Context: an optimization exercise on an open-source flow, tuned for a short achievable clock period and few clock cycles per item. The choices shown serve that exercise and are no tape-out recipe. In this exercise RTL edits were held to simulation tests only and were not proved equivalent to the original. No driver is modelled on the clock port, so clock power and skew are understated where the tree is cut down; a real chip needs a root buffer or a tree. Power is estimated from default activity; no workload was simulated.

==> flow/design.v <==
module dnp3_rx (
    input  wire        clk,
    input  wire        rst,
    input  wire        cmd_valid,
    output reg         cmd_ready,
    input  wire [8:0]  cmd_len,
    input  wire        in_valid,
    output reg         in_ready,
    input  wire [31:0] in_data,
    output reg         res_valid,
    output reg  [3:0]  res_err,
    output reg  [16:0] res_mask,
    output reg  [6:0]  res_sum,
    output reg  [4:0]  res_nblk,
    output reg  [7:0]  res_len,
    output reg  [7:0]  res_ctrl,
    output reg  [15:0] res_dst,
    output reg  [15:0] res_src
);
    localparam [3:0] E_OK       = 4'd0,
                     E_LENGTH   = 4'd1,
                     E_INTEGRITY= 4'd3,
                     E_CLEN     = 4'd4,
                     E_RANGE    = 4'd6,
                     E_BADFNC   = 4'd8,
                     E_ADDRESS  = 4'd9,
                     E_STARTMARK= 4'd10;
    localparam [15:0] RES1 = 16'hD2BD,
                      RES2 = 16'hE3B5,
                      RES3 = 16'h1AA2,
                      RES4 = 16'h66C5;
    function [14:0] beat_class;
        input [8:0] p;
        input       last;
        input [1:0] k;
        input       r1, r2, r3;
        reg         split, endb, chk;
        reg  [3:0]  emask, nmask, dn, pd;
        reg  [1:0]  esel;
        begin
            split = p[2] && !last;
            endb  = p[6] && !last;
            chk   = last || split || endb;
            if (last) begin
                esel = k;
                case (k)
                    2'd1:    emask = 4'b0001;
                    2'd2:    emask = 4'b0011;
                    2'd3:    emask = 4'b0111;
                    default: emask = 4'b1111;
                endcase
            end else if (split) begin
                esel = 2'd2;  emask = 4'b0011;
            end else if (endb) begin
                esel = 2'd0;  emask = 4'b1111;
            end else begin
                esel = 2'd0;  emask = 4'b0000;
            end
            nmask = (last || endb) ? 4'b0000 : split ? 4'b1100 : 4'b1111;
            pd = (p[7] || p[2]) ? 4'b1000 :
                 (p[8] || p[3]) ? 4'b0100 :
                 (p[0] || p[4]) ? 4'b0010 : 4'b0001;
            if (r1)                         dn = 4'b0001;
            else if (r2 && !pd[0])          dn = 4'b0010;
            else if (r3 && (pd[3] | pd[2])) dn = 4'b0100;
            else                            dn = pd;
            beat_class = {chk, emask, esel, nmask, dn};
        end
    endfunction
    reg         in_v1, cmd_v1;
    reg  [31:0] in_d1;
    reg  [8:0]  cmd_len1;
    wire        cmd_x = cmd_valid & cmd_ready;
    always @(posedge clk) begin
        in_d1    <= in_data;
        cmd_len1 <= cmd_len;
        if (rst) begin
            in_v1  <= 1'b0;
            cmd_v1 <= 1'b0;
        end else begin
            in_v1  <= in_valid & in_ready;
            cmd_v1 <= cmd_x;
        end
    end
    localparam integer FW = 1 + 1 + 15 + 2 + 7 + 4 + 8 + 1;
    reg  [FW-1:0] fq [0:1];
    reg         fq_wp, fq_rp;
    reg  [1:0]  fq_cnt;
    reg         zpend;           
    wire [6:0]  c_nb   = cmd_len1[8:2] + {6'd0, |cmd_len1[1:0]};
    wire        c_zero = (cmd_len1 == 9'd0);
    wire        c_b1   = (c_nb == 7'd1);
    wire [6:0]  c_r2   = c_nb - 7'd2;    
    wire [14:0] c_cls0 = beat_class(9'b1, c_b1, cmd_len1[1:0],
                                    c_nb == 7'd2, c_nb == 7'd3, c_nb == 7'd4);
    wire [7:0]  c_ex   = cmd_len1[7:0] - 8'd5;    
    wire        c_range = (cmd_len1 >= 9'd10) && (cmd_len1 <= 9'd292);
    wire [FW-1:0] c_ent = {c_zero, c_b1, c_cls0, cmd_len1[1:0], c_r2,
                           c_nb == 7'd2, c_nb == 7'd3, c_nb == 7'd4,
                           c_nb == 7'd5, c_ex, c_range};
    wire [FW-1:0] h_ent = fq[fq_rp];
    wire        h_z    = h_ent[FW-1];
    wire        h_b1   = h_ent[FW-2];
    wire [14:0] h_cls0 = h_ent[FW-3 -: 15];
    wire [1:0]  h_k    = h_ent[FW-18 -: 2];
    wire [6:0]  h_r2   = h_ent[FW-20 -: 7];
    wire        h_n2   = h_ent[12];
    wire        h_n3   = h_ent[11];
    wire        h_n4   = h_ent[10];
    wire        h_n5   = h_ent[9];
    wire [7:0]  h_ex   = h_ent[8:1];
    wire        h_range = h_ent[0];
    wire        h_ne   = (fq_cnt != 2'd0);
    reg         nf;         
    reg         nsec;       
    reg  [8:0]  np;         
    reg  [6:0]  nrem;       
    reg         nlast;      
    reg         nr1, nr2, nr3, nr4;   
    reg  [14:0] ncls;       
    reg  [1:0]  fk;         
    reg  [4:0]  fblk;       
    reg  [7:0]  fex;        
    reg         frange;     
    wire        bv     = in_v1;
    wire        first  = nf;
    wire [14:0] cls    = first ? h_cls0 : ncls;
    wire        chk    = cls[14];
    wire [3:0]  emask  = cls[13:10];
    wire [1:0]  esel   = cls[9:8];
    wire [3:0]  nmask  = cls[7:4];
    wire [3:0]  dn     = cls[3:0];
    wire        last   = first ? h_b1 : nlast;
    wire [4:0]  blk    = first ? 5'd0 : fblk;
    wire [7:0]  ex     = first ? h_ex : fex;
    wire [8:0]  p_c    = first ? 9'b1 : np;
    wire [1:0]  k_c    = first ? h_k : fk;
    wire        rng    = first ? h_range : frange;
    wire        tile_c = rng && !(p_c[2] && (k_c == 2'd3 || k_c == 2'd0)) &&
                                !(p_c[7] && (k_c == 2'd1 || k_c == 2'd2));
    wire [1:0]  k_f    = first ? h_k : fk;
    wire [8:0]  p_n    = first ? 9'b10 : {np[7:0], np[8]};
    wire [6:0]  rem_n  = first ? h_r2 : nrem - 7'd1;
    wire        last_n = first ? h_n2 : nr1;
    wire        r1_n   = first ? h_n3 : nr2;
    wire        r2_n   = first ? h_n4 : nr3;
    wire        r3_n   = first ? h_n5 : nr4;
    wire [14:0] cls_n  = beat_class(p_n, last_n, k_f, r1_n, r2_n, r3_n);
    wire        retire0 = nf && h_ne && h_z;      
    wire        pop     = (bv && first) || retire0;
    wire        push    = cmd_v1;
    wire        v2     = bv;
    wire        chk2   = bv && chk;
    wire        tok2   = (bv && last) || retire0;
    wire        tile2  = bv && tile_c;
    wire        first2 = bv && first;
    wire        sec2   = bv && nsec && !first;
    wire [31:0] d2     = in_d1;
    wire [3:0]  emask2 = emask;
    wire [3:0]  nmask2 = nmask;
    wire [3:0]  dn2    = dn;
    wire [1:0]  esel2  = esel;
    wire [4:0]  blk2   = blk;
    wire [4:0]  nblk2  = blk + 5'd1;
    wire [7:0]  ex2    = ex;
    always @(posedge clk) begin
        if (push) fq[fq_wp] <= c_ent;
        if (bv) begin
            np    <= p_n;
            nrem  <= rem_n;
            nlast <= last_n;
            nr1   <= r1_n;
            nr2   <= r2_n;
            nr3   <= r3_n;
            nr4   <= first ? (h_r2 == 7'd4) : (nrem == 7'd5);
            ncls  <= cls_n;
            fk    <= k_f;
            frange <= rng;
            fblk  <= chk ? blk + 5'd1 : blk;
            fex   <= chk ? ex - 8'd2 : ex;
            nsec  <= first && !last;
        end
        if (rst) begin
            fq_wp  <= 1'b0;
            fq_rp  <= 1'b0;
            fq_cnt <= 2'd0;
            zpend  <= 1'b0;
            nf     <= 1'b1;
            cmd_ready <= 1'b1;
            in_ready  <= 1'b0;
        end else begin
            in_ready <= 1'b1;
            if (push) fq_wp <= !fq_wp;
            if (pop)  fq_rp <= !fq_rp;
            fq_cnt <= fq_cnt + {1'b0, push} - {1'b0, pop};
            zpend  <= (push && c_zero) || (zpend && !retire0);
            cmd_ready <= !cmd_x && !(push && c_zero) && !(zpend && !retire0) &&
                         ({1'b0, fq_cnt} + {2'd0, push} < 3'd2);
            if (bv) nf <= last;
        end
    end
    wire [15:0] lt_w [0:3][0:4];
    genvar gl, gd;
    generate
        for (gl = 0; gl < 4; gl = gl + 1) begin : g_lane
            for (gd = 0; gd < 5; gd = gd + 1) begin : g_dist
                dnp3_rx_lane #(.LN(gl), .D(gd)) u_map (
                    .b(d2[8*gl +: 8]), .y(lt_w[gl][gd]));
            end
        end
    endgenerate
    reg  [15:0] nl_w [0:3];
    reg  [15:0] el_w [0:3];
    integer li;
    always @(*) begin
        for (li = 0; li < 4; li = li + 1) begin
            el_w[li] = {16{emask2[li]}} & lt_w[li][0];
            nl_w[li] = ({16{nmask2[li] & dn2[0]}} & lt_w[li][1]) |
                       ({16{nmask2[li] & dn2[1]}} & lt_w[li][2]) |
                       ({16{nmask2[li] & dn2[2]}} & lt_w[li][3]) |
                       ({16{nmask2[li] & dn2[3]}} & lt_w[li][4]);
        end
    end
    reg         v3, chk3, tok3, tile3;
    reg  [15:0] nl3 [0:3];
    reg  [15:0] el3 [0:3];
    reg  [1:0]  esel3;
    reg  [4:0]  nblk3, blk3;
    reg  [7:0]  ex3;
    reg         hstart;
    reg  [7:0]  hlen, hctrl;
    reg  [15:0] hdst, hsrc;
    always @(posedge clk) begin
        for (li = 0; li < 4; li = li + 1) begin
            nl3[li] <= nl_w[li];
            el3[li] <= el_w[li];
        end
        esel3 <= esel2;
        blk3  <= blk2;
        nblk3 <= nblk2;
        ex3   <= ex2;
        tile3 <= tile2;
        if (first2) begin
            hstart <= (d2[15:0] == 16'h6405);
            hlen   <= d2[23:16];
            hctrl  <= d2[31:24];
        end
        if (sec2) begin
            hdst <= d2[15:0];
            hsrc <= d2[31:16];
        end
        if (rst) begin
            v3   <= 1'b0;
            chk3 <= 1'b0;
            tok3 <= 1'b0;
        end else begin
            v3   <= v2;
            chk3 <= chk2;
            tok3 <= tok2;
        end
    end
    reg         hf_len, hf_fnc, hf_fcv, hf_res, hf_srcff, hf_eq, hf_start;
    wire        prm      = hctrl[6];
    wire [3:0]  fnc      = hctrl[3:0];
    always @(posedge clk) begin
        hf_len   <= (hlen < 8'd5);
        hf_fnc   <= !(prm ? (fnc == 4'd0 || fnc == 4'd1 || fnc == 4'd2 ||
                             fnc == 4'd3 || fnc == 4'd4 || fnc == 4'd9)
                          : (fnc == 4'd0 || fnc == 4'd1 || fnc == 4'd11));
        hf_fcv   <= prm && (hctrl[4] != ((fnc == 4'd2) || (fnc == 4'd3)));
        hf_res   <= !prm && hctrl[5];
        hf_srcff <= (hsrc == 16'hFFFF);
        hf_eq    <= (hdst == hsrc);
        hf_start <= hstart;
    end
    reg  [15:0] acc;
    reg  [15:0] x4;
    reg         chk4, tok4, tile4, start_ok4, lenfail4, hbad4;
    reg  [4:0]  blk4;
    reg  [2:0]  hidx4;
    reg  [3:0]  errnc4;
    reg  [7:0]  hlen4, hctrl4;
    reg  [15:0] hdst4, hsrc4;
    reg  [4:0]  nblk4;
    wire [15:0] nsum = nl3[0] ^ nl3[1] ^ nl3[2] ^ nl3[3];
    wire [15:0] eres = (esel3 == 2'd1) ? RES1 : (esel3 == 2'd2) ? RES2 :
                       (esel3 == 2'd3) ? RES3 : RES4;
    wire [15:0] esum = el3[0] ^ el3[1] ^ el3[2] ^ el3[3] ^ eres;
    reg  [2:0]  hidx;
    reg  [3:0]  herr;
    always @(*) begin
        hidx = 3'd0;
        herr = E_OK;
        if (hf_len) begin
            hidx = 3'd1; herr = E_RANGE;
        end else if (hf_fnc) begin
            hidx = 3'd2; herr = E_BADFNC;
        end else if (hf_fcv) begin
            hidx = 3'd3; herr = E_RANGE;
        end else if (hf_res) begin
            hidx = 3'd4; herr = E_RANGE;
        end else if (hf_srcff) begin
            hidx = 3'd5; herr = E_ADDRESS;
        end else if (hf_eq) begin
            hidx = 3'd6; herr = E_ADDRESS;
        end
    end
    always @(posedge clk) begin
        if (v3)
            acc <= (chk3 ? 16'd0 : acc) ^ nsum;
        x4        <= acc ^ esum;
        blk4      <= blk3;
        nblk4     <= nblk3;
        tile4     <= tile3;
        start_ok4 <= hf_start;
        lenfail4  <= (hlen != ex3);
        hidx4     <= hidx;
        hbad4     <= (hidx != 3'd0);
        errnc4    <= !tile3 ? E_LENGTH : !hf_start ? E_STARTMARK :
                     (hidx != 3'd0) ? herr : (hlen != ex3) ? E_CLEN : E_OK;
        hlen4     <= hlen;
        hctrl4    <= hctrl;
        hdst4     <= hdst;
        hsrc4     <= hsrc;
        if (rst) begin
            acc  <= 16'd0;
            chk4 <= 1'b0;
            tok4 <= 1'b0;
        end else begin
            chk4 <= chk3;
            tok4 <= tok3;
        end
    end
    reg  [16:0] macc;       
    reg         macc_any;
    wire        fail4   = chk4 && (x4 != 16'd0);
    wire [16:0] bit4    = 17'd1 << blk4;
    wire [16:0] maskf   = macc | (bit4 & {17{fail4}});
    wire        crcfail = macc_any || fail4;
    always @(posedge clk) begin
        if (rst) begin
            macc      <= 17'd0;
            macc_any  <= 1'b0;
            res_valid <= 1'b0;
        end else begin
            macc      <= tok4 ? 17'd0 : maskf;
            macc_any  <= !tok4 && crcfail;
            res_valid <= tok4;
        end
        res_err  <= (tile4 && start_ok4 && crcfail) ? E_INTEGRITY : errnc4;
        res_mask <= tile4 ? maskf : 17'd0;
        res_sum  <= (tile4 && start_ok4) ?
                    {hidx4, 1'b0, lenfail4, hbad4, crcfail} : 7'd0;
        res_nblk <= tile4 ? nblk4 : 5'd0;
        res_len  <= tile4 ? hlen4 : 8'd0;
        res_ctrl <= tile4 ? hctrl4 : 8'd0;
        res_dst  <= tile4 ? hdst4 : 16'd0;
        res_src  <= tile4 ? hsrc4 : 16'd0;
    end
endmodule
module dnp3_rx_lane #(
    parameter integer LN = 0,
    parameter integer D  = 0
) (
    input  wire [7:0]  b,
    output wire [15:0] y
);
    function [15:0] crcb;
        input [15:0] s;
        input [7:0]  v;
        integer j;
        reg [15:0] c;
        begin
            c = s ^ {8'd0, v};
            for (j = 0; j < 8; j = j + 1)
                c = c[0] ? ((c >> 1) ^ 16'hA6BC) : (c >> 1);
            crcb = c;
        end
    endfunction
    function [15:0] lane_term;
        input [7:0] v;
        integer i;
        reg [15:0] c;
        begin
            c = 16'd0;
            for (i = 0; i < 4; i = i + 1)
                c = crcb(c, (i == LN) ? v : 8'd0);
            for (i = 0; i < 4 * D; i = i + 1)
                c = crcb(c, 8'd0);
            lane_term = c;
        end
    endfunction
    assign y = lane_term(b);
endmodule
==> flow/flow/run.sh <==
#!/bin/bash
set -euo pipefail
export SETUP_SLACK_MARGIN=6.0
export POST_CTS_TCL="$PWD/flow/clock_top.tcl"
bash standard.sh > standard.log 2>&1
==> flow/flow/clock_top.tcl <==
# Rebuild the clock tree that CTS made. CTS gives a root buffer, one H-tree
# level of buffers and the leaf buffers that drive the flip-flops, three
# buffers (six inverting stages) on every clock path. Here:
#  - the root and H-tree buffers are replaced by NROOT inverters (inv_16)
#    placed next to the clock port, each driving the leaf stage of one part
#    of the die;
#  - each leaf buffer is replaced, in place, by an inverter (inv_8) that
#    drives the same flip-flop cluster.
# Every flip-flop's clock then passes two inverters, so it keeps its
# polarity; the clusters are kept as CTS made them, so the tree stays
# balanced.
proc rebuild_clock_tree {nroot} {
  set db [ord::get_db]
  set block [ord::get_db_block]
  set clknet [$block findNet clk]
  set mroot [$db findMaster sky130_fd_sc_hd__inv_16]
  set mleaf [$db findMaster sky130_fd_sc_hd__inv_8]

  # walk the buffer tree from the clock port: a buffer that drives a
  # flip-flop is a leaf; one that drives buffers is above the leaves; cells
  # whose output drives nothing are CTS's dummy loads
  set tree {}
  set leaves {}
  set front [list $clknet]
  while {[llength $front]} {
    set next {}
    foreach net $front {
      foreach it [$net getITerms] {
        if {[$it isOutputSignal]} continue
        set inst [$it getInst]
        set on "NULL"
        foreach ot [$inst getITerms] {
          if {[$ot isOutputSignal] && [$ot getNet] ne "NULL"} { set on [$ot getNet] }
        }
        if {$on eq "NULL"} { lappend tree $inst; continue }
        if {![string match "sky130_fd_sc_hd__clkbuf_*" [[$inst getMaster] getName]]} {
          error "clock tree: unexpected cell [$inst getName] in the clock tree"
        }
        set nff 0
        foreach lt [$on getITerms] {
          if {[$lt getInst] == $inst} continue
          if {[string match "*__*df*" [[[$lt getInst] getMaster] getName]]} { incr nff }
        }
        if {$nff > 0} {
          lappend leaves $inst
        } else {
          lappend tree $inst
          lappend next $on
        }
      }
    }
    set front $next
  }
  puts "clock tree: [llength $tree] root/H-tree/dummy buffers, [llength $leaves] leaf buffers"

  # leaf buffers become inverters in the same place, inputs left open for now
  set leafinv {}
  set k 0
  foreach leaf $leaves {
    set on [[$leaf findITerm X] getNet]
    set loc [$leaf getLocation]
    foreach it [$leaf getITerms] { $it disconnect }
    odb::dbInst_destroy $leaf
    set inst [odb::dbInst_create $block $mleaf "clkinv_leaf_${k}_clk"]
    $inst setLocation [lindex $loc 0] [lindex $loc 1]
    $inst setPlacementStatus PLACED
    [$inst findITerm Y] connect $on
    lappend leafinv $inst
    incr k
  }
  foreach inst $tree {
    set nets {}
    foreach it [$inst getITerms] {
      if {[$it getNet] ne "NULL" && [$it isOutputSignal]} { lappend nets [$it getNet] }
      $it disconnect
    }
    odb::dbInst_destroy $inst
    foreach on $nets {
      if {[llength [$on getITerms]] == 0 && [llength [$on getBTerms]] == 0} { odb::dbNet_destroy $on }
    }
  }

  # clock port position, pulled inside the core
  set bt [$block findBTerm clk]
  set bb [$bt getBBox]
  set px [expr {([$bb xMin] + [$bb xMax]) / 2}]
  set py [expr {([$bb yMin] + [$bb yMax]) / 2}]
  set core [$block getCoreArea]
  set px [expr {max([$core xMin], min([$core xMax] - 20000, $px))}]
  set py [expr {max([$core yMin], min([$core yMax] - 5440, $py))}]

  # split the leaves into nroot groups by angle around the die centre
  set die [$block getDieArea]
  set cx [expr {([$die xMin] + [$die xMax]) / 2.0}]
  set cy [expr {([$die yMin] + [$die yMax]) / 2.0}]
  set keyed {}
  foreach leaf $leafinv {
    set b [$leaf getBBox]
    set x [expr {([$b xMin] + [$b xMax]) / 2.0}]
    set y [expr {([$b yMin] + [$b yMax]) / 2.0}]
    lappend keyed [list [expr {atan2($y - $cy, $x - $cx)}] $leaf]
  }
  set keyed [lsort -real -index 0 $keyed]
  set n [llength $keyed]
  for {set r 0} {$r < $nroot} {incr r} {
    set inst [odb::dbInst_create $block $mroot "clkinv_root_${r}_clk"]
    $inst setLocation $px $py
    $inst setPlacementStatus PLACED
    [$inst findITerm A] connect $clknet
    set net [odb::dbNet_create $block "clknet_root_${r}_clk"]
    $net setSigType CLOCK
    [$inst findITerm Y] connect $net
    set lo [expr {($n * $r) / $nroot}]
    set hi [expr {($n * ($r + 1)) / $nroot}]
    for {set i $lo} {$i < $hi} {incr i} {
      [[lindex $keyed $i 1] findITerm A] connect $net
    }
    puts "clock tree: [$inst getName] drives [expr {$hi - $lo}] leaf inverters"
  }
  global_connect
}

# Run as ORFS's POST_CTS_TCL hook, after CTS and its timing repair.
rebuild_clock_tree 4
detailed_placement
check_placement -verbose
estimate_parasitics -placement
report_clock_latency
==> flow/standard.sh <==
#!/bin/bash
# synth_recipe.tcl (not shown) runs the flow's synth.tcl, then flattens the netlist and writes it again
# the make line also repeats each setting of config.mk as NAME=value (left out here)
make -C /OpenROAD-flow-scripts/flow DESIGN_CONFIG=/design/flow/config.mk WORK_HOME=/design/flow/orfs CLKGATE_MAP_FILE= SYNTH_SCRIPT=/design/flow/synth_recipe.tcl "${@:-finish}"
==> flow/config.mk <==
export PLATFORM = sky130hd
export DESIGN_NAME = dnp3_rx
export DESIGN_NICKNAME = dnp3_rx
export VERILOG_FILES = /design/flow/design.v
export SDC_FILE = /design/flow/constraint.sdc
export NUM_CORES = 4
export LEC_CHECK = 0
export ABC_CLOCK_PERIOD_IN_PS = 2000
export CAP_MARGIN = 20
export CORE_MARGIN = 2
export CORE_UTILIZATION = 60
export PLACE_DENSITY = 0.7
export SLEW_MARGIN = 20
export SYNTH_HIERARCHICAL = 1
==> flow/constraint.sdc <==
create_clock -name core_clock -period 8.0 [get_ports {clk}]
set_input_delay 1.6000 -clock core_clock [delete_from_list [all_inputs] [get_ports {clk}]]
set_output_delay 1.6000 -clock core_clock [all_outputs]
set_load 0.01 [all_outputs]
==> results by group, run 1 <==
Placed design
  • Worst slack, placed: ~5 ns
  • Placed inst area: ~28000 um^2
  • # port buffers: approximately 130
  • Placer Congestion: approximately 0.80
  • Hpwl dp: approximately 36000 um
  • Placed Cells: approximately 2700

Synth
  • Dominant synthesized flop cell: dfxtp_1
  • Synthesis-stage register bit count: 573
  • Mapped Cells: between 2000 and 2500
  • Post-synth EDFFs: 160
  • Post-synthesis sequential area ratio: 0.4994
  • Leading cell types by count after synthesis: dfxtp_1 (413), xnor2_1 (386), edfxtp_1 (160)
  • Syn Area/Cell: ~12 um^2
  • Most common cell in the synthesized netlist: dfxtp_1
  • Synthesized area: between 20000 and 30000 um^2
  • Leading area contributor after synthesis: dfxtp_1
  • Area contributors post-synth: dfxtp_1 (32%), edfxtp_1 (18%), xnor2_1 (13%), xor2_1 (5.0%), xnor3_1 (4.2%)
  • Synth Warn #: 35
  • Yosys top cell area share: 0.3159
  • Post-synth ARST share: 0
  • Netlist cell types: 71

STA
  • Max Freq: 0.4393 GHz
  • Relative slew slack: 0.3220
  • Tcrit/Tclk final: 0.2846
  • Final Hold Viols: 0
  • Post-Route Skew: ~0.029 ns
  • Fin crit period: about 2.3 ns
  • Slew of the pin with the lowest slew margin: roughly 1.0 ns
  • Unrepaired setup endpoints after global routing: yes
  • Final setup vio count: 0
  • Final Slew Violations: 0
  • PnR worst setup slack: around 5.7 ns
  • Setup TNS: 0 ns

Run
  • Max_cap viols: 0

Finish
  • Post-route cell area: 30170 um^2
  • Diode count: 0
  • Final net count: ~2400
  • Share of cells above drive strength 1: 0.2070
  • Non-Filler Instances: just under 3000
  • P&R area growth vs syn: 15.24%

Clock tree
  • Clk sinks: around 570
  • Clk pin slew, worst setup/hold paths: 0.07 ns
  • Latest clock arrival within the worst-skew pair: 0.22 ns

Global routing
  • GRT Total Usage: 0.2485
  • Largest net degree at the start of global routing: 77
  • Initial antenna violation count: 0
  • Vias in the first global route: 15290
  • Grt ovf: 0
  • First-pass GRT wire length: about 87000 um

Setup path
  • Crit-path max FO: 1
  • Crit-path slowest cell: dfxtp_2
  • CP required: 6.40 ns
  • Critical-path cell list: buf_6
  • CP Buf/Inv Count: 1
  • Arrival @ worst endpoint: between 0.6 and 0.7 ns
  • Setup CP Type: reg2out
  • CP endpoint kind: primary output
  • Crit path largest cell delay: between 0.3 and 0.4 ns
  • Delay-heaviest family, CP: flip-flops
  • Crit start category: register

Route
  • Drt wl/cell: between 15 and 20 um
  • DRC Markers: 0
  • Post-Route WL: slightly below 60000 um
  • Vias: 15650
  • Drt via density: roughly 5.4
  • DRT antenna net count: 0
  • Number of DRC markers in iteration 0: ~1200
  • 1st-pass router iterations: 5

Floorplan
  • Die X: approximately 210 um
  • Ports: roughly 130
  • Die Y: about 210 um
  • Initial Util: 0.6077
  • Die Area: roughly 45000 um^2
  • Standard-cell rows: 76
  • Core Area: around 43000 um^2

Power
  • Peak supply drop: around 0.00065 V
  • Seq pwr share: 0.475
  • Clock power frac: 0.235
  • Sw Ratio: 0.3409
  • Pint: around 0.0050 W
  • Pwr Density: 250.6 nW/um^2
  • P_leak: 12.01 nW
  • Gate power share: 0.290
  • NetSw: 0.002577 W

Status
  • Outcome: no timing/DRC/antenna violations

Worst hold path
  • Min-Delay Path Class: reg2reg
==> per-layer routing <==
layer  up-vias  global-route usage  part of all wire
met2       444              0.4106              0.47
met1      7594              0.3481              0.44
li1       7525                   -                 -
met3        82             0.03501             0.060
met4         0             0.05763             0.023
met5         -                   0                 0
==> area by class of cell, without the clock buffers <==
| type | count | area [um^2] |
|---|---|---|
| inverter | 100 | 848.3 |
| clock inverter | 17 | 122.6 |
| multi-input combinational | 1374 | 12700 |
| fill | 3193 | 12910 |
| sequential | 573 | 13200 |
| timing repair buffer | 240 | 2325 |
| tap | 585 | 732.0 |
==> flip-flops by register name, summed over array words and instances, names as in the netlist, 16 cells and up, named ones only <==
signal	count
res_mask	17
hdst4	16
hsrc	16
x4	16
fq	60
el3	64
in_d1	32
hsrc4	16
macc	17
res_src	16
nl3	64
hdst	16
res_dst	16
acc	16
==> worst reg2reg max path: stages, from the launching register on <==
cell      delay (ns)
dfxtp_4         0.36
clkinv_4        0.05
ha_4            0.13
inv_2           0.04
ha_4            0.17
ha_4            0.18
buf_6           0.12
nor3_4          0.13
a41oi_4         0.06
nor2_4          0.31
inv_6           0.12
or2_4           0.27
==> placed cells by master, fill, tap and decap left out, types with 12 or more instances in the layout <==
cell             netlist  final
nor2_1                97     74
nand2_1               31     28
a32oi_1               16     16
nor2b_1               58     57
dfxtp_1              413    359
and2_1                78     77
a22o_1                65     65
o21ai_0               29     26
conb_1                 4     14
and3_1                16     14
buf_4                 21     68
buf_6                 10     43
buf_12                 0     13
inv_1                 43     37
nor2_2                 0     16
ha_1                  19     13
buf_2                 44     54
inv_8                  0     52
mux2i_1               30     27
xnor3_2               11     12
dfxtp_2                0     31
clkdlybuf4s50_1        0     41
clkbuf_1              72     20
edfxtp_1             160    160
xnor3_1               49     48
xor2_2                14     16
nor4_1                13     12
xnor2_2               14     15
nand4_1               13     13
xor3_1                15     15
xor2_1               150    145
nand2b_1              20     19
xnor2_1              386    383
a221o_1               65     65
a21oi_1               44     40
and2b_1               27     27
dfxtp_4                0     23
==> final timing paths <==
path,startpoint,end,slack (ns),depth (start not counted)
max,res_len[3],res_len[3],5.72,1
min,blk3[2],blk4[2],0.32,0
max reg2reg,cmd_len1[1],fq[0][29],5.83,11
min reg2reg,blk3[2],blk4[2],0.32,0
==> stage by stage <==
step                      total power [W]  hold WS, ns  utilization
final                            0.007559       0.3242       0.7003
after global routing             0.007914       0.3369       0.7003
after global placement           0.005611       0.3121       0.6453
after detailed placement         0.005652       0.3121       0.6455
after floorplan                  0.005182       0.3096            -
==> power groups by stage <==
stage / clock, W / combinational (W) / sequential [W]
3_3_place_gp: 0 / 0.00192 / 0.00370
3_5_place_dp: 0 / 0.00195 / 0.00370
5_1_grt: 0.00193 / 0.00235 / 0.00362
2_1_floorplan: 0 / 0.00159 / 0.00359
6_report: 0.00177 / 0.00220 / 0.00359
==> cell families (layout without fill, tap and decap cells) <==
logic type      Yosys count  count (layout)  share of synthesized area
flops                   573             573                     0.4994
simple gates            403             406                    0.08642
compound gates          242             242                    0.07332
fa+ha+maj                19              19                   0.009082
xor+xnor                653             653                     0.2766
buf+inv                 202             386                    0.03767
mux                      40              40                    0.01692
other cells               4              14                  0.0005734
Testbench counts, summed over its fixed seeds: cycles 12,395, frames 320.
==> run 2, diff against run 1 <==
==> flow/flow/run.sh (replaced) <==
#!/bin/bash
set -euo pipefail
export SETUP_SLACK_MARGIN=6.5
export POST_CTS_TCL="$PWD/flow/clock_top.tcl"
bash standard.sh > standard.log 2>&1
--- a/flow/config.mk
+++ b/flow/config.mk
@@ -8,7 +8,7 @@
 export ABC_CLOCK_PERIOD_IN_PS = 2000
 export CAP_MARGIN = 20
 export CORE_MARGIN = 2
-export CORE_UTILIZATION = 60
-export PLACE_DENSITY = 0.7
+export CORE_UTILIZATION = 70
+export PLACE_DENSITY = 0.8
 export SLEW_MARGIN = 20
 export SYNTH_HIERARCHICAL = 1
==> results by group, run 2 <==
Route
  • Number of DRC markers in iteration 0: 3435 (+180%)
  • Drt via density: 7.060 (+32%)
  • Drt wl/cell: 34.06 um (+71%)
  • Vias: 21430 (+37%)
  • DRT antenna net count: 0 (unchanged)
  • DRC Markers: 0 (unchanged)
  • Post-Route WL: 103400 um (+78%)
  • 1st-pass router iterations: 7 (+2)

Clock tree
  • Latest clock arrival within the worst-skew pair: 0.24 ns (+0.02 ns)
  • Clk pin slew, worst setup/hold paths: 0.09 ns (+0.02 ns)
  • Clk sinks: 573 (unchanged)

Setup path
  • Crit start category: register
  • Setup CP Type: reg2reg
  • CP endpoint kind: register
  • Arrival @ worst endpoint: 2.48 ns (+1.80 ns)
  • CP required: 7.99 ns (+1.59 ns)
  • Crit-path max FO: 6 (+5)

Floorplan
  • Ports: 129 (unchanged)
  • Die Y: 197.4 um (-7.3%)
  • Initial Util: 0.7133 (+0.1056)
  • Standard-cell rows: 70 (-7.9%)
  • Die Area: 38960 um^2 (-14%)
  • Die X: 197.4 um (-7.3%)
  • Core Area: 36700 um^2 (-15%)

Synth
  • Synth Warn #: 35 (unchanged)
  • Yosys top cell area share: 0.3159 (unchanged)
  • Area contributors post-synth: dfxtp_1 (32%), edfxtp_1 (18%), xnor2_1 (13%), xor2_1 (5.0%), xnor3_1 (4.2%)
  • Post-synth ARST share: 0 (unchanged)
  • Mapped Cells: 2136 (unchanged)
  • Leading area contributor after synthesis: dfxtp_1
  • Leading cell types by count after synthesis: dfxtp_1 (413), xnor2_1 (386), edfxtp_1 (160)
  • Synthesized area: 26180 um^2 (unchanged)
  • Post-synthesis sequential area ratio: 0.4994 (unchanged)
  • Syn Area/Cell: 12.25 um^2 (unchanged)
  • Post-synth EDFFs: 160 (unchanged)
  • Synthesis-stage register bit count: 573 (unchanged)
  • Dominant synthesized flop cell: dfxtp_1
  • Netlist cell types: 71 (unchanged)
  • Most common cell in the synthesized netlist: dfxtp_1

STA
  • Unrepaired setup endpoints after global routing: yes
  • Slew of the pin with the lowest slew margin: 1.125 ns (+0.1090 ns)
  • Max Freq: 0.4016 GHz (-8.6%)
  • Fin crit period: 2.490 ns (+0.2137 ns)
  • Final Hold Viols: 0 (unchanged)
  • Final setup vio count: 0 (unchanged)
  • Tcrit/Tclk final: 0.3113 (+0.02671)
  • Setup TNS: 0 ns (unchanged)
  • Post-Route Skew: 0.04158 ns (+0.01233 ns)
  • Relative slew slack: 0.2449 (-0.07715)
  • Final Slew Violations: 0 (unchanged)

Finish
  • Share of cells above drive strength 1: 0.4075 (+0.2005)
  • Biggest regs: el3 x64, nl3 x64, fq x60
  • Most common cell after layout, fill and taps aside: xnor2_1
  • Seq. cell area: 13330 um^2 (+0.97%)
  • Final net count: 2588 (+9.8%)
  • Most frequent cells in the layout: xnor2_1 (348), dfxtp_1 (285), buf_6 (172)
  • P&R area growth vs syn: 33.59%
  • Multi-input logic area: 14510 um^2 (+14%)
  • Fillers: 768 (-76%)
  • Non-Filler Instances: 3036 (+4.0%)

Placed design
  • Placed Cells: 2593 (-5.0%)
  • # port buffers: 127 (unchanged)
  • Placer Congestion: 0.8679 (+9.1%)
  • Hpwl dp: 35170 um (-1.6%)

Power
  • Pwr Density: 259.6 nW/um^2 (+3.6%)
  • Peak supply drop: 0.0006508 V (+0.26%)
  • P_leak: 14.06 nW (+17%)

Global routing
  • First-pass GRT wire length: 125000 um (+44%)
  • Grt ovf: 0 (unchanged)
  • Largest net degree at the start of global routing: 76 (-1.3%)
  • GRT Total Usage: 0.4291 (+0.1807)
  • Vias in the first global route: 20140 (+32%)
  • Initial antenna violation count: 6 (+6)

Run
  • Max_cap viols: 0 (unchanged)

Status
  • Outcome: no timing/DRC/antenna violations

Worst hold path
  • Min-Delay Path Class: reg2reg
[run 2: logic make-up (layout without fill, tap and decap cells)]
group | count (synthesis) | count (layout) | synth area share
buffers and inverters | 202 | 612 | 0.03767
AO/OA/AOI/OAI | 242 | 242 | 0.07332
flip-flops | 573 | 573 | 0.4994
multiplexers | 40 | 40 | 0.01692
adder cells (fa/ha/maj) | 19 | 19 | 0.009082
other | 4 | 20 | 0.0005734
AND/OR/NAND/NOR | 403 | 409 | 0.08642
XOR/XNOR | 653 | 653 | 0.2766
[run 2: per-stage QoR]
stage               cell area (um^2)  hold slack, ns    util  worst slack (ns)  power, W
floorplan                      27370          0.3096       -             5.767  0.005243
global placement               28190          0.3122  0.7682             5.118  0.005608
detailed placement             28190          0.3147  0.7682             5.096  0.005669
global route                   34950          0.3402  0.9525             5.464  0.009161
finish                         34970          0.3393  0.9529             5.510  0.009078
[run 2: layout make-up, without the clock buffers]
type / instances / area share
diodes: 6 / 0.0004294
clock inverters: 22 / 0.005975
inverters: 97 / 0.02365
multi-input cells: 1377 / 0.4150
flip-flops and latches: 573 / 0.3811
well taps: 468 / 0.01674
repair buffers: 470 / 0.1519
repair inverters: 1 / 0.0002505
[run 2: worst paths after layout]
check / startpoint / to / slack, ns / cells past startpoint
worst max-delay path: cmd_len1[0] / fq[0][29] / 5.51 / 11
worst min-delay path: nblk3[4] / nblk4[4] / 0.34 / 0
worst max register to register: cmd_len1[0] / fq[0][29] / 5.51 / 11
worst min register to register: nblk3[4] / nblk4[4] / 0.34 / 0
[run 2: critical path, cell delays in order, from the launching register on]
cell	delay, ns
dfxtp_4	0.38
inv_6	0.08
ha_4	0.15
inv_4	0.04
ha_4	0.17
ha_4	0.18
buf_6	0.13
nor3_4	0.18
a41oi_4	0.07
nor2_4	0.33
inv_2	0.22
or2_4	0.32
[run 2: where the power goes]
group          total, W  internal, W  switching [W]  leakage [nW]
Sequential      0.00369      0.00337       0.000327          4.94
Clock           0.00190     0.000490        0.00141         0.518
Combinational   0.00348      0.00167        0.00181          8.61
Total           0.00908      0.00553        0.00355          14.1
[run 2: metal layers]
metal	global-route usage	part of all wire	vias up
met5	0	0.00048	-
met4	0.2264	0.11	6
met3	0.09544	0.14	922
met2	0.7195	0.44	2429
met1	0.5208	0.31	10060
li1	-	-	8013
==> run 3, diff against run 2 <==
==> flow/flow/run.sh (replaced) <==
#!/bin/bash
set -euo pipefail
export SETUP_SLACK_MARGIN=6.0
export POST_CTS_TCL="$PWD/flow/clock_top.tcl"
bash standard.sh > standard.log 2>&1
==> results by group, run 3 <==
Status
  • Outcome: no timing/DRC/antenna violations

Setup path
  • Arrival @ worst endpoint: 0.67 ns (-1.81 ns)
  • Delay-heaviest family, CP: flip-flops
  • Setup CP Type: reg2out
  • Crit-path slowest cell: dfxtp_2
  • Crit path largest cell delay: 0.33 ns (-0.05 ns)
  • CP endpoint kind: primary output
  • CP required: 6.40 ns (-1.59 ns)
  • Critical-path cell list: buf_6
  • CP Buf/Inv Count: 1 (-3)
  • Crit start category: register
  • Crit-path max FO: 1 (-5)

Route
  • Number of DRC markers in iteration 0: 1195 (-65%)
  • DRC Markers: 0 (unchanged)
  • DRT antenna net count: 0 (unchanged)
  • Vias: 16250 (-24%)
  • Post-Route WL: 60390 um (-42%)
  • 1st-pass router iterations: 5 (-2)
  • Drt via density: 5.756 (-18%)
  • Drt wl/cell: 21.39 um (-37%)

Run
  • Max_cap viols: 0 (unchanged)

Floorplan
  • Die Y: 197.4 um (unchanged)
  • Initial Util: 0.7133 (unchanged)
  • Core Area: 36700 um^2 (unchanged)
  • Die Area: 38960 um^2 (unchanged)
  • Standard-cell rows: 70 (unchanged)
  • Ports: 129 (unchanged)
  • Die X: 197.4 um (unchanged)

Power
  • NetSw: 0.002614 W (-26%)
  • Pint: 0.005179 W (-6.3%)
  • Peak supply drop: 0.0007000 V (+7.6%)
  • P_leak: 12.19 nW (-13%)
  • Pwr Density: 257.2 nW/um^2 (-0.93%)
  • Clock power frac: 0.255 (+0.045)
  • Seq pwr share: 0.463 (+0.056)
  • Total power: 0.007793 W (-14%)
  • Sw Ratio: 0.3354 (-0.05584)
  • Gate power share: 0.282 (-0.101)

STA
  • Max Freq: 0.4413 GHz (+9.9%)
  • Fin crit period: 2.266 ns (-0.2244 ns)
  • Setup TNS: 0 ns (unchanged)
  • Final Slew Violations: 0 (unchanged)
  • Hold WS: 0.3308 ns (-0.008446 ns)
  • Final Hold Viols: 0 (unchanged)
  • Slew of the pin with the lowest slew margin: 1.046 ns (-0.07883 ns)
  • Post-Route Skew: 0.03006 ns (-0.01153 ns)
  • Final setup vio count: 0 (unchanged)
  • Unrepaired setup endpoints after global routing: yes
  • Tcrit/Tclk final: 0.2832 (-0.02804)
  • Relative slew slack: 0.3019 (+0.05699)

Finish
  • Final net count: 2379 (-8.1%)
  • Diode count: 0 (-6)
  • Fillers: 2004 (+160%)
  • Biggest regs: el3 x64, nl3 x64, fq x60
  • P&R area growth vs syn: 15.75%
  • Share of cells above drive strength 1: 0.2174 (-0.1901)
  • Most common cell after layout, fill and taps aside: xnor2_1
  • Most frequent cells in the layout: xnor2_1 (382), dfxtp_1 (367), edfxtp_1 (160)

Clock tree
  • Clk sinks: 573 (unchanged)
  • Clk pin slew, worst setup/hold paths: 0.07 ns (-0.02 ns)
  • Latest clock arrival within the worst-skew pair: 0.22 ns (-0.02 ns)

Global routing
  • Vias in the first global route: 15750 (-22%)
  • Largest net degree at the start of global routing: 77 (+1.3%)
  • Initial antenna violation count: 0 (-6)
  • Grt ovf: 0 (unchanged)
  • GRT Total Usage: 0.2945 (-0.1346)
  • First-pass GRT wire length: 88920 um (-29%)

Worst hold path
  • Min-Delay Path Class: reg2reg

Synth
  • Syn Area/Cell: 12.25 um^2 (unchanged)
  • Mapped Cells: 2136 (unchanged)
  • Synth Warn #: 35 (unchanged)
  • Yosys top cell area share: 0.3159 (unchanged)
  • Leading area contributor after synthesis: dfxtp_1
  • Synthesized area: 26180 um^2 (unchanged)
  • Dominant synthesized flop cell: dfxtp_1
  • Post-synth EDFFs: 160 (unchanged)
  • Post-synth ARST share: 0 (unchanged)
  • Netlist cell types: 71 (unchanged)
  • Most common cell in the synthesized netlist: dfxtp_1
  • Leading cell types by count after synthesis: dfxtp_1 (413), xnor2_1 (386), edfxtp_1 (160)
  • Synthesis-stage register bit count: 573 (unchanged)
  • Post-synthesis sequential area ratio: 0.4994 (unchanged)
  • Area contributors post-synth: dfxtp_1 (32%), edfxtp_1 (18%), xnor2_1 (13%), xor2_1 (5.0%), xnor3_1 (4.2%)

Placed design
  • # port buffers: 127 (unchanged)
  • Placer Congestion: 0.8776 (+1.1%)
  • Hpwl dp: 35010 um (-0.43%)
## run 3: cell count changes in the layout (fill, tap and decap cells not counted), sizes merged, moves of 3 or more
cell and delta:
buf -213, clkinv +5, inv -7, bufinv +3, diode -6, clkdlybuf4s50 +41
clkbuf -32
## run 3: through the flow
step                setup WS [ns]  std cells    util  cell area (um^2)
floorplan                   5.767       2146       -             26470
global placement            5.095       2610  0.7531             27640
detailed placement          5.090       2611  0.7533             27640
global route                5.717       2823  0.8257             30300
finish                      5.734       2823  0.8257             30300
## run 3: cells by family (layout without fill, tap and decap cells)
logic type / Yosys count / in the layout / synth area share
AOI/OAI and AO/OA: 242 / 242 / 0.07332
xor gates and xnor gates: 653 / 653 / 0.2766
adders and majority gates: 19 / 19 / 0.009082
buffers and inverters: 202 / 408 / 0.03767
DFF: 573 / 573 / 0.4994
muxes: 40 / 40 / 0.01692
other: 4 / 14 / 0.0005734
and+or+nand+nor: 403 / 406 / 0.08642
## run 3: final cells by class, without the clock buffers
cell class                 instances  area [um^2]  area share
inverter                          99        834.6     0.02754
multi-input combinational       1374        12700      0.4192
clock inverter                    21        261.5    0.008630
timing repair buffer             264         2441     0.08056
sequential                       573        13190      0.4352
tap                              468        585.6     0.01933
## run 3: power by group through the flow
stage / sequential, W / combinational, W / clock (W)
after global placement: 0.00371 / 0.00188 / 0
after detailed placement: 0.00372 / 0.00193 / 0
after global routing: 0.00363 / 0.00235 / 0.00212
after floorplan: 0.00359 / 0.00159 / 0
final: 0.00361 / 0.00220 / 0.00198
## run 3: final timing paths
check	start	to	slack, ns	depth (start not counted)
worst min-delay path	blk3[1]	blk4[1]	0.33	0
worst max register to register	cmd_len1[1]	fq[0][29]	5.83	11
worst min register to register	blk3[1]	blk4[1]	0.33	0
worst max-delay path	res_valid	res_valid	5.73	1
## run 3: layer usage
layer  up-vias  part of all wire  global-route usage
met5         -                 0                   0
li1       7574                 -                   -
met1      7927              0.42              0.4102
met4         0             0.031             0.09245
met3       100             0.071             0.03261
met2       649              0.48              0.4885
==> run 4, diff against run 3 <==
--- a/flow/config.mk
+++ b/flow/config.mk
@@ -9,6 +9,8 @@
 export CAP_MARGIN = 20
 export CORE_MARGIN = 2
 export CORE_UTILIZATION = 70
+export CTS_CLUSTER_DIAMETER = 50
+export CTS_CLUSTER_SIZE = 20
 export PLACE_DENSITY = 0.8
 export SLEW_MARGIN = 20
 export SYNTH_HIERARCHICAL = 1
==> results by group, run 4 <==
Floorplan
  • Die Area: 38960 um^2 (unchanged)
  • Core Area: 36700 um^2 (unchanged)
  • Ports: 129 (unchanged)
  • Standard-cell rows: 70 (unchanged)
  • Die X: 197.4 um (unchanged)
  • Die Y: 197.4 um (unchanged)
  • Initial Util: 0.7133 (unchanged)

STA
  • Final setup vio count: 0 (unchanged)
  • Final Slew Violations: 0 (unchanged)
  • Max Freq: 0.4334 GHz (-1.8%)
  • Setup TNS: 0 ns (unchanged)
  • Relative slew slack: 0.3191 (+0.01728)
  • Fin crit period: 2.307 ns (+0.04146 ns)
  • Tcrit/Tclk final: 0.2884 (+0.005182)
  • Final Hold Viols: 0 (unchanged)
  • Slew of the pin with the lowest slew margin: 1.020 ns (-0.02588 ns)
  • Unrepaired setup endpoints after global routing: yes
  • Post-Route Skew: 0.05342 ns (+0.02337 ns)

Clock tree
  • Clk pin slew, worst setup/hold paths: 0.10 ns (+0.03 ns)
  • Clk sinks: 573 (unchanged)
  • Latest clock arrival within the worst-skew pair: 0.22 ns (about the same)

Setup path
  • CP Buf/Inv Count: 1 (unchanged)
  • Arrival @ worst endpoint: 0.71 ns (+0.04 ns)
  • WP depth: 1 (unchanged)
  • Crit start category: register
  • Crit-path slowest cell: dfxtp_2
  • CP required: 6.40 ns (about the same)
  • Delay-heaviest family, CP: flip-flops
  • Setup CP Type: reg2out
  • Crit-path max FO: 2 (+1)
  • Crit path largest cell delay: 0.38 ns (+0.05 ns)
  • Critical-path cell list: buf_6
  • Worst R2R Setup Slack: 5.82 ns (about the same)
  • CP endpoint kind: primary output
  • Worst-case reg-to-reg path depth: 12 (+1)

Route
  • Drt wl/cell: 21.43 um (+0.19%)
  • Vias: 16280 (+0.18%)
  • DRT antenna net count: 0 (unchanged)
  • Post-Route WL: 60100 um (-0.49%)
  • Number of DRC markers in iteration 0: 1210 (+1.3%)
  • DRC Markers: 0 (unchanged)
  • 1st-pass router iterations: 5 (unchanged)
  • Drt via density: 5.806 (+0.86%)

Synth
  • Post-synthesis sequential area ratio: 0.4994 (unchanged)
  • Area contributors post-synth: dfxtp_1 (32%), edfxtp_1 (18%), xnor2_1 (13%), xor2_1 (5.0%), xnor3_1 (4.2%)
  • Synth Warn #: 35 (unchanged)
  • Synthesis-stage register bit count: 573 (unchanged)
  • Netlist cell types: 71 (unchanged)
  • Leading cell types by count after synthesis: dfxtp_1 (413), xnor2_1 (386), edfxtp_1 (160)
  • Post-synth ARST share: 0 (unchanged)
  • Mapped Cells: 2136 (unchanged)
  • Dominant synthesized flop cell: dfxtp_1
  • Post-synth EDFFs: 160 (unchanged)
  • Yosys top cell area share: 0.3159 (unchanged)
  • Leading area contributor after synthesis: dfxtp_1
  • Synthesized area: 26180 um^2 (unchanged)
  • Most common cell in the synthesized netlist: dfxtp_1
  • Syn Area/Cell: 12.25 um^2 (unchanged)

Power
  • P_leak: 12.04 nW (-1.2%)
  • Peak supply drop: 0.0006118 V (-13%)
  • Total power: 0.007432 W (-4.6%)
  • Pwr Density: 247.4 nW/um^2 (-3.8%)

Worst hold path
  • Min-Delay Path Class: reg2reg
  • Hold Path Stages: 0 (unchanged)

Global routing
  • First-pass GRT wire length: 87840 um (-1.2%)
  • Vias in the first global route: 15610 (-0.85%)
  • Largest net degree at the start of global routing: 77 (unchanged)
  • Initial antenna violation count: 0 (unchanged)
  • GRT Total Usage: 0.2899 (-0.004656)
  • Grt ovf: 0 (unchanged)

Finish
  • Most frequent cells in the layout: xnor2_1 (381), dfxtp_1 (368), edfxtp_1 (160)
  • Final net count: 2372 (-0.29%)
  • Diode count: 0 (unchanged)
  • Seq. cell area: 13190 um^2 (about the same)
  • Multi-input logic area: 12780 um^2 (+0.61%)
  • Most common cell after layout, fill and taps aside: xnor2_1
  • Fillers: 2055 (+2.5%)
  • Biggest regs: el3 x64, nl3 x64, fq x60
  • Share of cells above drive strength 1: 0.2153 (-0.002084)
  • P&R area growth vs syn: 14.78%

Run
  • Max_cap viols: 0 (unchanged)

Placed design
  • Placer Congestion: 0.8776 (unchanged)
  • Hpwl dp: 35010 um (unchanged)
  • # port buffers: 127 (unchanged)

Status
  • Outcome: no timing/DRC/antenna violations
==> run 4: cell counts after synthesis <==
No cell type changed its count.
==> run 4: path summary, 6_finish.rpt <==
path / start / to
min reg2reg: blk3[1] / blk4[1]
max: cmd_ready / cmd_ready
min: blk3[1] / blk4[1]
max reg2reg: cmd_len1[1] / fq[1][18]
==> run 4: final cells by class, without the clock buffers <==
class | instances | area share
Sequential cell | 573 | 0.4389
Multi-Input combinational cell | 1374 | 0.4254
Inverter | 88 | 0.02365
Tap cell | 468 | 0.01949
Timing Repair Buffer | 269 | 0.08366
Clock inverter | 20 | 0.006080
==> run 4: logic make-up (layout without fill, tap and decap cells) <==
logic type / count (synthesis) / count (layout) / share of synthesized area
XOR/XNOR: 653 / 653 / 0.2766
flip-flops: 573 / 573 / 0.4994
AND/OR/NAND/NOR: 403 / 406 / 0.08642
AO/OA/AOI/OAI: 242 / 242 / 0.07332
buffers and inverters: 202 / 389 / 0.03767
multiplexers: 40 / 40 / 0.01692
adder cells (fa/ha/maj): 19 / 19 / 0.009082
other: 4 / 14 / 0.0005734
==> run 4: layer usage <==
layer / wire, um / global-route usage
met2: 28960 / 0.4840
met4: 1569 / 0.07937
met5: 0 / 0
met3: 4270 / 0.03278
met1: 25300 / 0.4054
==> run 4: power by group <==
| part | switching [W] | total, W | internal [W] |
|---|---|---|---|
| Combinational | 0.00109 | 0.00227 | 0.00118 |
| Clock | 0.00120 | 0.00155 | 0.000344 |
| Sequential | 0.000246 | 0.00361 | 0.00336 |
==> run 4: through the flow <==
| stage | hold WS, ns | worst slack (ns) | cell area, um^2 | cells | util |
|---|---|---|---|---|---|
| after floorplan | 0.3096 | 5.767 | 26470 | 2146 | - |
| after global placement | 0.3122 | 5.095 | 27640 | 2610 | 0.7531 |
| after detailed placement | 0.3128 | 5.090 | 27640 | 2611 | 0.7533 |
| after global routing | 0.3283 | 5.685 | 30050 | 2804 | 0.8188 |
| final | 0.3270 | 5.693 | 30050 | 2804 | 0.8188 |
==> run 5, diff against run 4 <==
--- a/flow/flow/clock_top.tcl
+++ b/flow/flow/clock_top.tcl
@@ -13,8 +13,8 @@
   set db [ord::get_db]
   set block [ord::get_db_block]
   set clknet [$block findNet clk]
-  set mroot [$db findMaster sky130_fd_sc_hd__inv_16]
-  set mleaf [$db findMaster sky130_fd_sc_hd__inv_8]
+  set mroot [$db findMaster sky130_fd_sc_hd__inv_12]
+  set mleaf [$db findMaster sky130_fd_sc_hd__inv_6]
 
   # walk the buffer tree from the clock port: a buffer that drives a
   # flip-flop is a leaf; one that drives buffers is above the leaves; cells
--- a/flow/config.mk
+++ b/flow/config.mk
@@ -9,8 +9,6 @@
 export CAP_MARGIN = 20
 export CORE_MARGIN = 2
 export CORE_UTILIZATION = 70
-export CTS_CLUSTER_DIAMETER = 50
-export CTS_CLUSTER_SIZE = 20
 export PLACE_DENSITY = 0.8
 export SLEW_MARGIN = 20
 export SYNTH_HIERARCHICAL = 1
==> results by group, run 5 <==
Global routing
  • Initial antenna violation count: 0 (unchanged)
  • First-pass GRT wire length: 88870 um (+1.2%)
  • Largest net degree at the start of global routing: 77 (unchanged)
  • GRT Total Usage: 0.2944 (+0.004543)
  • Vias in the first global route: 15740 (+0.85%)
  • Grt ovf: 0 (unchanged)

Route
  • DRC Markers: 0 (unchanged)
  • Post-Route WL: 60050 um (about the same)
  • DRT antenna net count: 0 (unchanged)
  • Number of DRC markers in iteration 0: 1216 (+0.50%)
  • Drt via density: 5.733 (-1.3%)
  • Vias: 16180 (-0.59%)
  • 1st-pass router iterations: 6 (+1)
  • Drt wl/cell: 21.27 um (-0.76%)

STA
  • Unrepaired setup endpoints after global routing: yes
  • Tcrit/Tclk final: 0.2843 (-0.004136)
  • Final Hold Viols: 0 (unchanged)
  • Relative slew slack: 0.3164 (-0.002732)
  • Setup TNS: 0 ns (unchanged)
  • Slew of the pin with the lowest slew margin: 1.024 ns (+0.004092 ns)
  • Max Freq: 0.4397 GHz (+1.5%)
  • Hold WS: 0.3338 ns (+0.006836 ns)
  • PnR worst setup slack: 5.726 ns (+0.03309 ns)
  • Post-Route Skew: 0.02984 ns (-0.02358 ns)
  • Final Slew Violations: 0 (unchanged)
  • Final setup vio count: 0 (unchanged)
  • Fin crit period: 2.274 ns (-0.03309 ns)

Clock tree
  • Clk sinks: 573 (unchanged)
  • Latest clock arrival within the worst-skew pair: 0.22 ns (about the same)
  • Clk pin slew, worst setup/hold paths: 0.09 ns (about the same)

Power
  • Pwr Density: 253.1 nW/um^2 (+2.3%)
  • P_leak: 12.10 nW (+0.44%)
  • Peak supply drop: 0.0005876 V (-4.0%)

Setup path
  • Critical path origin: res_valid
  • FF-to-FF Start: cmd_len1[1]
  • Crit start category: register
  • R2R Path End: fq[0][30]
  • Critical-path cell list: buf_6
  • CP required: 6.40 ns (about the same)
  • CP endpoint kind: primary output
  • WP depth: 1 (unchanged)
  • CP Buf/Inv Count: 1 (unchanged)
  • Crit path largest cell delay: 0.36 ns (-0.02 ns)
  • Delay-heaviest family, CP: flip-flops
  • Worst R2R Setup Slack: 5.80 ns (-0.02 ns)
  • Critical path endpoint: res_valid
  • Worst-case reg-to-reg path depth: 12 (unchanged)
  • Crit-path slowest cell: dfxtp_2
  • Setup CP Type: reg2out
  • Arrival @ worst endpoint: 0.67 ns (-0.04 ns)
  • Crit-path max FO: 1 (-1)

Placed design
  • # port buffers: 127 (unchanged)
  • Worst slack, placed: 5.090 ns (unchanged)
  • Hpwl dp: 35010 um (unchanged)
  • Placer Congestion: 0.8776 (unchanged)
  • Placed inst area: 27640 um^2 (unchanged)

Synth
  • Dominant synthesized flop cell: dfxtp_1
  • Post-synth EDFFs: 160 (unchanged)
  • Syn Area/Cell: 12.25 um^2 (unchanged)
  • Post-synthesis sequential area ratio: 0.4994 (unchanged)
  • Largest family of logic cells by synthesized area: XOR/XNOR gates
  • Synthesis-stage register bit count: 573 (unchanged)
  • Mapped Cells: 2136 (unchanged)
  • Mux contribution to synthesized area: 0.01692 (unchanged)
  • Most common cell in the synthesized netlist: dfxtp_1
  • Leading area contributor after synthesis: dfxtp_1
  • Synth Area in XOR/XNOR: 0.2766 (unchanged)
  • Simple-Gate Fraction of Synth Area: 0.08642 (unchanged)
  • Leading cell types by count after synthesis: dfxtp_1 (413), xnor2_1 (386), edfxtp_1 (160)
  • Post-synthesis compound-gate area fraction: 0.07332 (unchanged)
  • Netlist cell types: 71 (unchanged)
  • Area contributors post-synth: dfxtp_1 (32%), edfxtp_1 (18%), xnor2_1 (13%), xor2_1 (5.0%), xnor3_1 (4.2%)
  • Post-synth ARST share: 0 (unchanged)
  • Synth Warn #: 35 (unchanged)
  • Synthesized area: 26180 um^2 (unchanged)
  • Synth Area in Adders: 0.009082 (unchanged)
  • Yosys top cell area share: 0.3159 (unchanged)

Finish
  • Most frequent cells in the layout: xnor2_1 (382), dfxtp_1 (367), edfxtp_1 (160)
  • P&R area growth vs syn: 15.15%
  • Final net count: 2379 (+0.30%)
  • Fillers: 2037 (-0.88%)
  • Biggest regs: el3 x64, nl3 x64, fq x60
  • Diode count: 0 (unchanged)
  • Post-route cell area: 30140 um^2 (+0.32%)
  • Most common cell after layout, fill and taps aside: xnor2_1
  • Share of cells above drive strength 1: 0.2174 (+0.002084)

Floorplan
  • Die Area: 38960 um^2 (unchanged)
  • Core Area: 36700 um^2 (unchanged)
  • Initial Util: 0.7133 (unchanged)
  • Ports: 129 (unchanged)
  • Die Y: 197.4 um (unchanged)
  • Die X: 197.4 um (unchanged)
  • Standard-cell rows: 70 (unchanged)

Status
  • Outcome: no timing/DRC/antenna violations

Run
  • Max_cap viols: 0 (unchanged)

Worst hold path
  • Min-delay src: blk3[1]
  • Min-Delay Path Class: reg2reg
[run 5: cell counts after synthesis]
Identical to the previous run, type by type.
[run 5: logic make-up after synthesis]
group	count (synthesis)
other	4
adders and majority gates	19
and+or+nand+nor	403
AOI/OAI and AO/OA	242
DFF	573
buffers and inverters	202
muxes	40
xor gates and xnor gates	653
[run 5: metal layers]
metal | up-vias | wire [um] | GRT usage
li1 | 7572 | - | -
met1 | 7943 | 25240 | 0.4097
met2 | 573 | 28980 | 0.4889
met3 | 96 | 4039 | 0.03295
met4 | 0 | 1787 | 0.09134
met5 | - | 0 | 0
[run 5: how the worst min path moves through the flow]
stage               end  slack (ns)  depth (start not counted)
2_1_floorplan   blk4[0]        0.31                          0
3_3_place_gp   nblk4[0]        0.31                          0
3_5_place_dp   nblk4[3]        0.31                          0
5_1_grt         blk4[1]        0.34                          0
6_report        blk4[1]        0.33                          0
[run 5: metrics by stage]
step	power, W	utilization	instances
6_report	0.007628	0.8213	2823
5_1_grt	0.007941	0.8213	2823
3_5_place_dp	0.005643	0.7533	2611
3_3_place_gp	0.005584	0.7531	2610
2_1_floorplan	0.005182	-	2146
[run 5: area by class of cell, without the clock buffers]
class	count	area (um^2)	area share
Sequential cell	573	13190	0.4375
Multi-Input combinational cell	1374	12700	0.4215
Timing Repair Buffer	264	2422	0.08037
Inverter	99	694.4	0.02304
Tap cell	468	585.6	0.01943
Clock inverter	21	261.5	0.008676
[run 5: power breakdown]
part           leakage (nW)  switching, W  internal (W)
registers              4.90      0.000244       0.00336
logic                  6.66       0.00106       0.00113
clock network         0.532       0.00121      0.000617
total                  12.1       0.00251       0.00511
==> run 6, diff against run 5 <==
--- a/flow/flow/clock_top.tcl
+++ b/flow/flow/clock_top.tcl
@@ -1,10 +1,10 @@
 # Rebuild the clock tree that CTS made. CTS gives a root buffer, one H-tree
 # level of buffers and the leaf buffers that drive the flip-flops, three
 # buffers (six inverting stages) on every clock path. Here:
-#  - the root and H-tree buffers are replaced by NROOT inverters (inv_16)
+#  - the root and H-tree buffers are replaced by NROOT inverters (inv_12)
 #    placed next to the clock port, each driving the leaf stage of one part
 #    of the die;
-#  - each leaf buffer is replaced, in place, by an inverter (inv_8) that
+#  - each leaf buffer is replaced, in place, by an inverter (inv_6) that
 #    drives the same flip-flop cluster.
 # Every flip-flop's clock then passes two inverters, so it keeps its
 # polarity; the clusters are kept as CTS made them, so the tree stays
==> results by group, run 6 <==
Status
  • Outcome: no timing/DRC/antenna violations

Clock tree
  • Latest clock arrival within the worst-skew pair: 0.22 ns (about the same)
  • Clk sinks: 573 (unchanged)
  • Clk pin slew, worst setup/hold paths: 0.09 ns (about the same)

Finish
  • Biggest regs: el3 x64, nl3 x64, fq x60
  • Most common cell after layout, fill and taps aside: xnor2_1
  • Final net count: 2379 (unchanged)
  • Seq. cell area: 13190 um^2 (unchanged)
  • Share of cells above drive strength 1: 0.2174 (unchanged)
  • Multi-input logic area: 12700 um^2 (unchanged)
  • Fillers: 2037 (unchanged)
  • P&R area growth vs syn: 15.15% (unchanged)
  • Diode count: 0 (unchanged)
  • Final core occ: 0.8213 (unchanged)
  • Most frequent cells in the layout: xnor2_1 (382), dfxtp_1 (367), edfxtp_1 (160)

Route
  • DRC Markers: 0 (unchanged)
  • Drt via density: 5.733 (unchanged)
  • Number of DRC markers in iteration 0: 1216 (unchanged)
  • Post-Route WL: 60050 um (unchanged)
  • 1st-pass router iterations: 6 (unchanged)
  • Vias: 16180 (unchanged)
  • Drt wl/cell: 21.27 um (unchanged)
  • DRT antenna net count: 0 (unchanged)

Synth
  • Netlist cell types: 71 (unchanged)
  • Most common cell in the synthesized netlist: dfxtp_1
  • Mapped Cells: 2136 (unchanged)
  • Synth Warn #: 35 (unchanged)
  • Leading cell types by count after synthesis: dfxtp_1 (413), xnor2_1 (386), edfxtp_1 (160)
  • Dominant synthesized flop cell: dfxtp_1
  • Leading area contributor after synthesis: dfxtp_1
  • Synthesized area: 26180 um^2 (unchanged)
  • Post-synth ARST share: 0 (unchanged)
  • Post-synth EDFFs: 160 (unchanged)
  • Syn Area/Cell: 12.25 um^2 (unchanged)
  • Post-synthesis sequential area ratio: 0.4994 (unchanged)
  • Yosys top cell area share: 0.3159 (unchanged)
  • Synthesis-stage register bit count: 573 (unchanged)
  • Area contributors post-synth: dfxtp_1 (32%), edfxtp_1 (18%), xnor2_1 (13%), xor2_1 (5.0%), xnor3_1 (4.2%)

Setup path
  • Critical-path cell list: buf_6
  • Setup CP Type: reg2out
  • WP depth: 1 (unchanged)
  • Crit start category: register
  • CP endpoint kind: primary output
  • CP Buf/Inv Count: 1 (unchanged)
  • Crit-path slowest cell: dfxtp_2
  • Crit-path max FO: 1 (unchanged)
  • Worst R2R Setup Slack: 5.80 ns (about the same)
  • Worst-case reg-to-reg path depth: 12 (unchanged)
  • Arrival @ worst endpoint: 0.67 ns (about the same)
  • Critical path origin: res_valid
  • FF-to-FF Start: cmd_len1[1]
  • CP required: 6.40 ns (about the same)
  • Delay-heaviest family, CP: flip-flops
  • Crit path largest cell delay: 0.36 ns (about the same)

Floorplan
  • Die X: 197.4 um (unchanged)
  • Die Y: 197.4 um (unchanged)
  • Initial Util: 0.7133 (unchanged)
  • Die Area: 38960 um^2 (unchanged)
  • Ports: 129 (unchanged)
  • Core Area: 36700 um^2 (unchanged)
  • Standard-cell rows: 70 (unchanged)

Global routing
  • Grt ovf: 0 (unchanged)
  • First-pass GRT wire length: 88870 um (unchanged)
  • Initial antenna violation count: 0 (unchanged)
  • Vias in the first global route: 15740 (unchanged)
  • GRT Total Usage: 0.2944 (unchanged)
  • Largest net degree at the start of global routing: 77 (unchanged)

Placed design
  • Hpwl dp: 35010 um (unchanged)
  • Placer Congestion: 0.8776 (unchanged)
  • # port buffers: 127 (unchanged)

STA
  • Final setup vio count: 0 (unchanged)
  • Fin crit period: 2.274 ns (unchanged)
  • Post-Route Skew: 0.02984 ns (unchanged)
  • Relative slew slack: 0.3164 (unchanged)
  • Final Hold Viols: 0 (unchanged)
  • Setup TNS: 0 ns (unchanged)
  • Unrepaired setup endpoints after global routing: yes
  • Slew of the pin with the lowest slew margin: 1.024 ns (unchanged)
  • Max Freq: 0.4397 GHz (unchanged)
  • Tcrit/Tclk final: 0.2843 (unchanged)
  • Final Slew Violations: 0 (unchanged)

Power
  • Seq pwr share: 0.473 (about the same)
  • P_leak: 12.10 nW (unchanged)
  • NetSw: 0.002515 W (unchanged)
  • Pwr Density: 253.1 nW/um^2 (unchanged)
  • Clock power frac: 0.240 (about the same)
  • Pint: 0.005113 W (unchanged)
  • Sw Ratio: 0.3297 (unchanged)
  • Gate power share: 0.288 (about the same)
  • Peak supply drop: 0.0005876 V (unchanged)

Worst hold path
  • Hold Path Stages: 0 (unchanged)
  • Min-Delay Path Class: reg2reg
  • Min-delay src: blk3[1]

Run
  • Max_cap viols: 0 (unchanged)
run 6: cell counts after synthesis:
Identical to the previous run, type by type.
run 6: cell families after synthesis:
group / count (synthesis) / share of synthesized area
xor gates and xnor gates: 653 / 0.2766
DFF: 573 / 0.4994
and+or+nand+nor: 403 / 0.08642
AOI/OAI and AO/OA: 242 / 0.07332
buffers and inverters: 202 / 0.03767
muxes: 40 / 0.01692
adders and majority gates: 19 / 0.009082
other: 4 / 0.0005734
run 6: path summary, 6_finish.rpt:
path | end
worst min register to register | blk4[1]
worst max-delay path | res_valid
worst max register to register | fq[0][30]
worst min-delay path | blk4[1]
run 6: per-layer routing:
| layer | share of wire | up-vias | routed length, um | global-route usage |
|---|---|---|---|---|
| met5 | 0 | - | 0 | 0 |
| met4 | 0.030 | 0 | 1787 | 0.09134 |
| met3 | 0.067 | 96 | 4039 | 0.03295 |
| met2 | 0.48 | 573 | 28980 | 0.4889 |
| met1 | 0.42 | 7943 | 25240 | 0.4097 |
| li1 | - | 7572 | - | - |
run 6: per-stage QoR:
stage | total power, W | hold WS, ns | instance area (um^2) | worst slack, ns | std cells
after floorplan | 0.005182 | 0.3096 | 26470 | 5.767 | 2146
after global placement | 0.005584 | 0.3122 | 27640 | 5.095 | 2610
after detailed placement | 0.005643 | 0.3128 | 27640 | 5.090 | 2611
after global routing | 0.007941 | 0.3363 | 30140 | 5.704 | 2823
final | 0.007628 | 0.3338 | 30140 | 5.726 | 2823
run 6: cell type report, without the clock buffers:
class,instances,share of cell area
clock inverter,21,0.008676
inverter,99,0.02304
multi-input combinational,1374,0.4215
sequential,573,0.4375
tap,468,0.01943
timing repair buffer,264,0.08037
run 6: power groups by stage:
stage / clock network [W] / logic (W) / registers [W]
global placement: 0 / 0.00188 / 0.00371
floorplan: 0 / 0.00159 / 0.00359
global route: 0.00196 / 0.00235 / 0.00363
finish: 0.00183 / 0.00220 / 0.00361
detailed placement: 0 / 0.00193 / 0.00372

## separate check: timing with driven ports
Ports are ideal in the flow. The routed layouts listed here were re-timed in OpenROAD. Step 1 assumes that a clkbuf_16 drives the clock port and a buf_2 every other input. Step 2 adds t to the input delays and takes it off the output delays; t is the mean of the earliest and latest rising clock arrival at the registers after step 1. Input paths then give back, and output paths get back, about the clock's delay inside the block. a / b / c = ideal ports / drivers / drivers and shift; a / b = the first two.
run | shift t [ns] | slack for setup (ns) | worst setup path after step 2 | slew at the worst register clock pin (ns) | worst data-port slew with drivers (ns)
run 1 | 0.374 | 5.723 / 5.556 / 5.685 | input to register | 0.08 / 0.08 | 0.07
run 2 | 0.387 | 5.510 / 5.509 / 5.509 | register to register | 0.10 / 0.10 | 0.07
run 3 | 0.375 | 5.734 / 5.566 / 5.685 | input to register | 0.08 / 0.09 | 0.07
run 4 | 0.358 | 5.693 / 5.524 / 5.669 | input to register | 0.10 / 0.10 | 0.07
run 5 | 0.346 | 5.726 / 5.587 / 5.689 | input to register | 0.10 / 0.10 | 0.07
run 6 | 0.346 | 5.726 / 5.587 / 5.689 | input to register | 0.10 / 0.10 | 0.07
After both steps every run listed still meets setup and hold. The setup slack of run 3, which loses most, moves by -0.168 ns with the drivers and by -0.049 ns with both steps.
